What follows belongs to an exercise in optimizing a design on an open flow for small area, a short achievable clock period and few clock cycles per item; a production flow would make more cautious choices.
Function was checked by simulation only, so behaviour that the tests miss may differ from the original.
No activity file was given, so power comes from the tool's default toggle rates.

==> design/flow/design.v <==
module time_orderer #(
    parameter NCHAN = 8,    
    parameter DEPTH = 4     
) (
    input  wire         clk,
    input  wire         rst_n,
    input  wire         cmd_valid,
    output wire         cmd_ready,
    input  wire [127:0] cmd,
    output reg          res_valid,
    output reg  [3:0]   res_status,
    output reg          hit_valid,
    input  wire         hit_ready,
    output reg          hit_dir,
    output reg  [14:0]  hit_chan,
    output reg  [63:0]  hit_time,
    output reg  [31:0]  hit_tot,
    output reg  [4:0]   fault
);
    localparam CW = $clog2(NCHAN);
    localparam PW = $clog2(DEPTH);
    localparam HW = 1 + 64 + 32;         
    localparam [3:0] ST_OK         = 4'd0;
    localparam [3:0] ST_CHAN_RANGE = 4'd1;
    localparam [3:0] ST_CAPACITY   = 4'd4;
    localparam [3:0] ST_ILLEGAL    = 4'd5;
    localparam S_IDLE  = 1'b0;
    localparam S_MERGE = 1'b1;
    reg state;
    reg [HW-1:0] store [0:NCHAN*DEPTH-1];
    reg [PW-1:0] rd_ptr [0:NCHAN-1];
    reg [PW-1:0] wr_ptr [0:NCHAN-1];
    reg [PW:0]   count  [0:NCHAN-1];
    wire         cmd_is_add   = (cmd[127:124] == 4'h4) && (cmd[122:111] == 12'd0);
    wire         cmd_is_merge = (cmd == {4'h5, 124'd0});
    wire         add_dir      = cmd[123];
    wire [14:0]  add_chan     = cmd[110:96];
    wire [31:0]  add_tot      = cmd[95:64];
    wire [63:0]  add_time     = cmd[63:0];
    wire         add_in_range = (add_chan < NCHAN);
    wire [CW-1:0] add_c       = add_chan[CW-1:0];
    wire         add_full     = (count[add_c] == DEPTH);
    assign cmd_ready = (state == S_IDLE);
    wire accept = cmd_valid && cmd_ready;
    wire do_write = accept && cmd_is_add && add_in_range && !add_full;
    reg [HW-1:0] head [0:NCHAN-1];
    integer h;
    always @* begin
        for (h = 0; h < NCHAN; h = h + 1)
            head[h] = store[h*DEPTH + rd_ptr[h]];
    end
    reg          best_found;
    reg [CW-1:0] best_c;
    reg [63:0]   best_time;
    integer s;
    always @* begin
        best_found = 1'b0;
        best_c     = {CW{1'b0}};
        best_time  = 64'd0;
        for (s = 0; s < NCHAN; s = s + 1) begin
            if (count[s] != 0 && (!best_found || head[s][95:32] < best_time)) begin
                best_found = 1'b1;
                best_c     = s[CW-1:0];
                best_time  = head[s][95:32];
            end
        end
    end
    wire out_free = !hit_valid || hit_ready;
    always @(posedge clk) begin
        if (rst_n && do_write)
            store[add_c*DEPTH + wr_ptr[add_c]] <= {add_dir, add_time, add_tot};
    end
    integer c;
    always @(posedge clk) begin
        if (!rst_n) begin
            state      <= S_IDLE;
            res_valid  <= 1'b0;
            res_status <= ST_OK;
            hit_valid  <= 1'b0;
            fault      <= 5'd0;
            for (c = 0; c < NCHAN; c = c + 1) begin
                rd_ptr[c] <= {PW{1'b0}};
                wr_ptr[c] <= {PW{1'b0}};
                count[c]  <= {(PW+1){1'b0}};
            end
        end else begin
            res_valid <= 1'b0;
            if (accept) begin
                if (cmd_is_add) begin
                    res_valid <= 1'b1;
                    if (!add_in_range) begin
                        res_status <= ST_CHAN_RANGE;
                        fault[0]   <= 1'b1;
                    end else if (add_full) begin
                        res_status <= ST_CAPACITY;
                        fault[3]   <= 1'b1;
                    end else begin
                        res_status     <= ST_OK;
                        wr_ptr[add_c]  <= wr_ptr[add_c] + 1'b1;
                        count[add_c]   <= count[add_c] + 1'b1;
                    end
                end else if (cmd_is_merge) begin
                    state <= S_MERGE;
                end else begin
                    res_valid  <= 1'b1;
                    res_status <= ST_ILLEGAL;
                    fault[4]   <= 1'b1;
                end
            end
            if (state == S_MERGE && out_free) begin
                if (best_found) begin
                    hit_valid      <= 1'b1;
                    hit_dir        <= head[best_c][96];
                    hit_chan       <= {{(15-CW){1'b0}}, best_c};
                    hit_time       <= head[best_c][95:32];
                    hit_tot        <= head[best_c][31:0];
                    rd_ptr[best_c] <= rd_ptr[best_c] + 1'b1;
                    count[best_c]  <= count[best_c] - 1'b1;
                end else begin
                    hit_valid  <= 1'b0;
                    res_valid  <= 1'b1;
                    res_status <= ST_OK;
                    state      <= S_IDLE;
                end
            end
        end
    end
endmodule
==> design/flow/run.sh <==
#!/bin/bash
# synth_recipe.tcl (not shown) runs the flow's synth.tcl, then flattens the netlist and writes it again
# the make line also repeats each setting of config.mk as NAME=value (left out here)
make -C /OpenROAD-flow-scripts/flow DESIGN_CONFIG=/design/flow/config.mk WORK_HOME=/design/flow/orfs CLKGATE_MAP_FILE= SYNTH_SCRIPT=/design/flow/synth_recipe.tcl finish
==> design/flow/config.mk <==
export PLATFORM = sky130hd
export DESIGN_NAME = time_orderer
export DESIGN_NICKNAME = time_orderer
export VERILOG_FILES = /design/flow/design.v
export SDC_FILE = /design/flow/constraint.sdc
export NUM_CORES = 4
export LEC_CHECK = 0
export CAP_MARGIN = 20
export CORE_MARGIN = 2
export CORE_UTILIZATION = 40
export SLEW_MARGIN = 20
export SYNTH_MEMORY_MAX_BITS = 8192
==> design/flow/constraint.sdc <==
create_clock -name core_clock -period 27.0 [get_ports {clk}]
set_input_delay 5.4000 -clock core_clock [delete_from_list [all_inputs] [get_ports {clk}]]
set_output_delay 5.4000 -clock core_clock [all_outputs]
set_load 0.01 [all_outputs]
==> summary.txt <==
per-stage QoR:
step	cell area [sq um]	TNS, ns	hold WS [ns]	utilization, %
final	165000	0	0.465	47.7
after global placement	154000	-209.83	0.452	44.3
after global routing	165000	-0.0115	0.494	47.7
after detailed placement	154000	-219.20	0.446	44.3
after CTS	165000	0	0.471	47.7
after floorplan	139000	0	0.456	-
path summary, 6_finish.rpt:
| check | from | end | slack, ns | depth (start not counted) |
|---|---|---|---|---|
| setup reg to reg | rd_ptr[0][0] | hit_time[44] | 0.59 | 110 |
| setup / recovery | rd_ptr[0][0] | hit_time[44] | 0.59 | 110 |
| hold reg to reg | res_status[3] | res_status[3] | 0.47 | 1 |
| hold / removal | res_status[3] | res_status[3] | 0.47 | 1 |
registers in the layout (all words and copies together), names as in the netlist:
register / cells
rd_ptr: 16
hit_valid: 1
store: 3104
state: 1
fault: 3
res_status: 4
wr_ptr: 16
res_valid: 1
hit_chan: 3
count: 24
hit_tot: 32
hit_dir: 1
hit_time: 64
layer usage:
| layer | GRT usage [%] | up-vias | part of all wire (%) |
|---|---|---|---|
| met3 | 4.68 | 878 | 8.7 |
| met2 | 44.3 | 4624 | 47 |
| met1 | 38.1 | 44600 | 40 |
| li1 | - | 34200 | - |
| met5 | 0 | - | 0.033 |
| met4 | 10.5 | 26 | 4.2 |
synthesized netlist by cell type, types with 35 or more instances:
library cell | number | area, sq um
edfxtp_1 | 3244 | 97400
mux4_2 | 780 | 17600
nand2_1 | 551 | 2070
ha_1 | 448 | 5610
nor2_1 | 354 | 1330
o21ai_0 | 303 | 1520
a21oi_1 | 290 | 1450
clkbuf_1 | 265 | 995
inv_1 | 246 | 923
mux2i_1 | 170 | 1700
nand4_1 | 102 | 638
a21o_1 | 85 | 638
buf_1 | 77 | 289
nand3_1 | 64 | 320
a211oi_1 | 59 | 443
nor4_1 | 52 | 325
a221oi_1 | 51 | 447
o211ai_1 | 50 | 375
a31oi_1 | 45 | 282
nor3_1 | 43 | 215
o21a_1 | 42 | 315
mux2_2 | 41 | 462
a22oi_1 | 40 | 300
o32a_1 | 40 | 400
nor2b_1 | 39 | 244
buf_2 | 35 | 175
critical path, delay by kind of cell (launching register included):
family | cells | cell delay, ns
buffers and inverters | 30 | 6.01
AOI/OAI and AO/OA | 41 | 9.89
DFF | 1 | 0.48
adders and majority gates | 7 | 1.91
and+or+nand+nor | 30 | 6.82
muxes | 2 | 0.70
logic make-up after synthesis:
group | count (synthesis)
compound gates | 1187
fa+ha+maj | 448
other cells | 1
buf+inv | 646
mux | 991
simple gates | 1307
xor+xnor | 2
flops | 3270
layout make-up:
cell class,count,area (sq um)
tap,4578,5730
timing repair buffer,1119,9620
fill,29100,181000
sequential,3270,97900
clock buffer,409,8970
antenna,21,52.6
multi-input combinational,3950,39600
clock inverter,224,2420
inverter,249,946
power groups by stage:
stage	clock, mW	combinational (mW)	sequential, mW
after floorplan	0	1.89	5.79
after CTS	4.85	4.07	5.69
final	4.79	4.15	5.68
after global routing	5.04	4.35	5.68
after detailed placement	0	4.04	5.79
after global placement	0	4.04	5.79
timing repair:
item                                   4_1_cts  5_1_grt
endpoints found under the hold margin        0        0
setup endpoints to repair                  180      178
gates resized for setup                     12       12
gates cloned                                 0        2
pin swaps                                    0        6
buffers inserted                             0       13
==> impl_metrics.xml <==
<?xml version="1.0" encoding="UTF-8"?>
<metrics>
  <group name="detailed_routing">
    <metric name="avgViaCountPerCell" unit="">6.10</metric>
    <metric name="detail_route.wirelength" unit="mm">499</metric>
    <metric name="detailroute.via_count" unit="">84400</metric>
    <metric name="antenna_left" unit="">0</metric>
    <metric name="first_iter_violations" unit="">11300</metric>
    <metric name="remaining_drc_errors" unit="">0</metric>
    <metric name="drtPass1Iterations" unit="">7</metric>
    <metric name="route.detailed.wl_per_inst" unit="microns">36.1</metric>
  </group>
  <group name="clock_network">
    <metric name="clkSlewWorstSetupHoldPaths" unit="ns">0.06</metric>
    <metric name="cts_made_buffers" unit="">346</metric>
    <metric name="clock_tree.htree_level_count" unit="">5</metric>
    <metric name="worst_skew_pair.late_latency" unit="ns">0.98</metric>
    <metric name="cts_hold_buf" unit="">0</metric>
    <metric name="clock_tree.buffer_depth" unit="">4</metric>
    <metric name="clk_root_buffer_cell" unit="">clkbuf_16</metric>
    <metric name="cts_tree" unit="">built</metric>
    <metric name="tritoncts_num_sinks" unit="">3270</metric>
  </group>
  <group name="placed_design">
    <metric name="io_buffer_count" unit="">241</metric>
    <metric name="place_worst_setup_slack" unit="ns">-1.77</metric>
    <metric name="numPlacedInstances" unit="">13200</metric>
    <metric name="dp.final_hpwl" unit="mm">331</metric>
    <metric name="finalWeightedCongestion" unit="">0.993</metric>
  </group>
  <group name="finish">
    <metric name="most_common_library_cell_in_the_layout_ignoring_fill_and_taps" unit="">edfxtp_1</metric>
    <metric name="post_layout_nonfiller_instances" unit="">13800</metric>
    <metric name="most-common-layout-cells" unit="">edfxtp_1, buf_4, mux4_2</metric>
    <metric name="number_of_nets_in_the_final_layout" unit="">9516</metric>
    <metric name="area.growth.synth_to_final" unit="%">18.5</metric>
    <metric name="drive_gt1_share" unit="%">25.1</metric>
  </group>
  <group name="floorplanning">
    <metric name="die_h" unit="microns">594</metric>
    <metric name="rows" unit="">216</metric>
    <metric name="core-area" unit="sq um">346000</metric>
    <metric name="initial_utilization" unit="%">40.2</metric>
    <metric name="die_area" unit="sq um">353000</metric>
    <metric name="boundaryPins" unit="">256</metric>
    <metric name="chipWidth" unit="microns">594</metric>
  </group>
  <group name="logic_synthesis">
    <metric name="synthDistinctLibCells" unit="">88</metric>
    <metric name="synth_compound_area_share" unit="%">5.56</metric>
    <metric name="combined_area_of_all_synthesized_cells" unit="sq um">139000</metric>
    <metric name="yosys_warnings" unit="">3</metric>
    <metric name="ys_seq_elements" unit="">3270</metric>
    <metric name="async_reset_ff_share" unit="%">0</metric>
    <metric name="sequential_fraction_of_the_synthesis_area" unit="%">70.2</metric>
    <metric name="synth_top_family_by_area" unit="">multiplexers</metric>
    <metric name="syn-mean-instance-area" unit="sq um">17.8</metric>
    <metric name="fraction_of_synthesized_area_in_multiplexers" unit="%">14.1</metric>
    <metric name="synth-edff-count" unit="">3244</metric>
    <metric name="yosys_most_used_dff" unit="">edfxtp_1</metric>
    <metric name="synth_fa_ha_area_share" unit="%">4.02</metric>
    <metric name="xor_xnor_cell_area_share_of_the_yosys_netlist" unit="%">0.0179</metric>
    <metric name="post_synthesis_cells" unit="">7852</metric>
    <metric name="yosys.area_share.simple" unit="%">4.20</metric>
  </group>
  <group name="power_and_ir_drop">
    <metric name="power_switching" unit="mW">4.59</metric>
    <metric name="clkPwrFrac" unit="%">32.7</metric>
    <metric name="power.switching_fraction" unit="%">31.4</metric>
    <metric name="power_report.internal_total" unit="mW">10.0</metric>
    <metric name="max-vdd-ir-drop" unit="V">0.0000750</metric>
    <metric name="static-leakage-power" unit="nW">55.8</metric>
    <metric name="total_power" unit="mW">14.6</metric>
    <metric name="power_density" unit="nW/um^2">88.4</metric>
    <metric name="share_comb_of_total_power" unit="%">28.4</metric>
    <metric name="share_seq_of_total_power" unit="%">38.9</metric>
  </group>
  <group name="critical_path">
    <metric name="timing.critical_path.mode_cell" unit="">buf_4</metric>
    <metric name="critPathKind" unit="">reg -&gt; reg</metric>
    <metric name="crit_path_max_fanout" unit="">30</metric>
    <metric name="start_kind" unit="">register</metric>
    <metric name="timing.critical_path.arrival" unit="ns">27.06</metric>
    <metric name="critical_path.max_stage_delay" unit="ns">0.62</metric>
    <metric name="critPathSlowestCell" unit="">or4b_1</metric>
    <metric name="worst_setup_path_end_kind" unit="">register</metric>
    <metric name="critical_path_required" unit="ns">27.64</metric>
  </group>
  <group name="sta">
    <metric name="final_max_slew_viol_count" unit="">0</metric>
    <metric name="timing.final.ws_setup" unit="ns">0.586</metric>
    <metric name="fmax" unit="GHz">0.0379</metric>
    <metric name="report.final.setup_viol" unit="">0</metric>
    <metric name="slew_headroom" unit="%">21.0</metric>
    <metric name="final_min_period_over_clock_period" unit="%">97.8</metric>
    <metric name="finalCriticalPeriod" unit="ns">26.41</metric>
    <metric name="tightest_slew" unit="ns">1.18</metric>
    <metric name="timing.clock.skew" unit="ns">0.0711</metric>
    <metric name="hold_violations" unit="">0</metric>
  </group>
  <group name="global_route">
    <metric name="grt_max_degree" unit="">85</metric>
    <metric name="globalRouteOverflowTotal" unit="">0</metric>
    <metric name="grtUsageTotal" unit="%">27.7</metric>
    <metric name="grt_first_pass_wirelength" unit="mm">680</metric>
    <metric name="first_global_vias" unit="">83200</metric>
    <metric name="grt_antenna_before_repair" unit="">34</metric>
  </group>
  <group name="worst_hold_path">
    <metric name="min_path_type" unit="">reg -&gt; reg</metric>
  </group>
  <group name="job">
    <metric name="max_cap_violations" unit="">0</metric>
  </group>
  <group name="status">
    <metric name="outcome" unit="">finished clean</metric>
  </group>
</metrics>
Testbench counts, summed over its fixed seeds: cycles 13,468, commands 6,730.

separate check: timing with driven ports:
Ports are ideal in the flow. The routed layout listed here was re-timed in OpenROAD.
Step 1 assumes that a clkbuf_16 drives the clock port and a buf_2 every other input.
Step 2 adds t to the input delays and takes it off the output delays; t is the mean of the earliest and latest rising clock arrival at the registers after step 1. Input paths then give back, and output paths get back, about the clock's delay inside the block.
Three values: ideal ports, drivers, drivers and shift; two values: the first two.
t (ns): 1.046
setup slack, ns: 0.586 / 0.586 / 0.586
pins driven straight from the clock port: 1
After both steps setup and hold are still met in this run. The setup slack of this run moves by 0.000 ns with the drivers and by 0.000 ns with both steps.
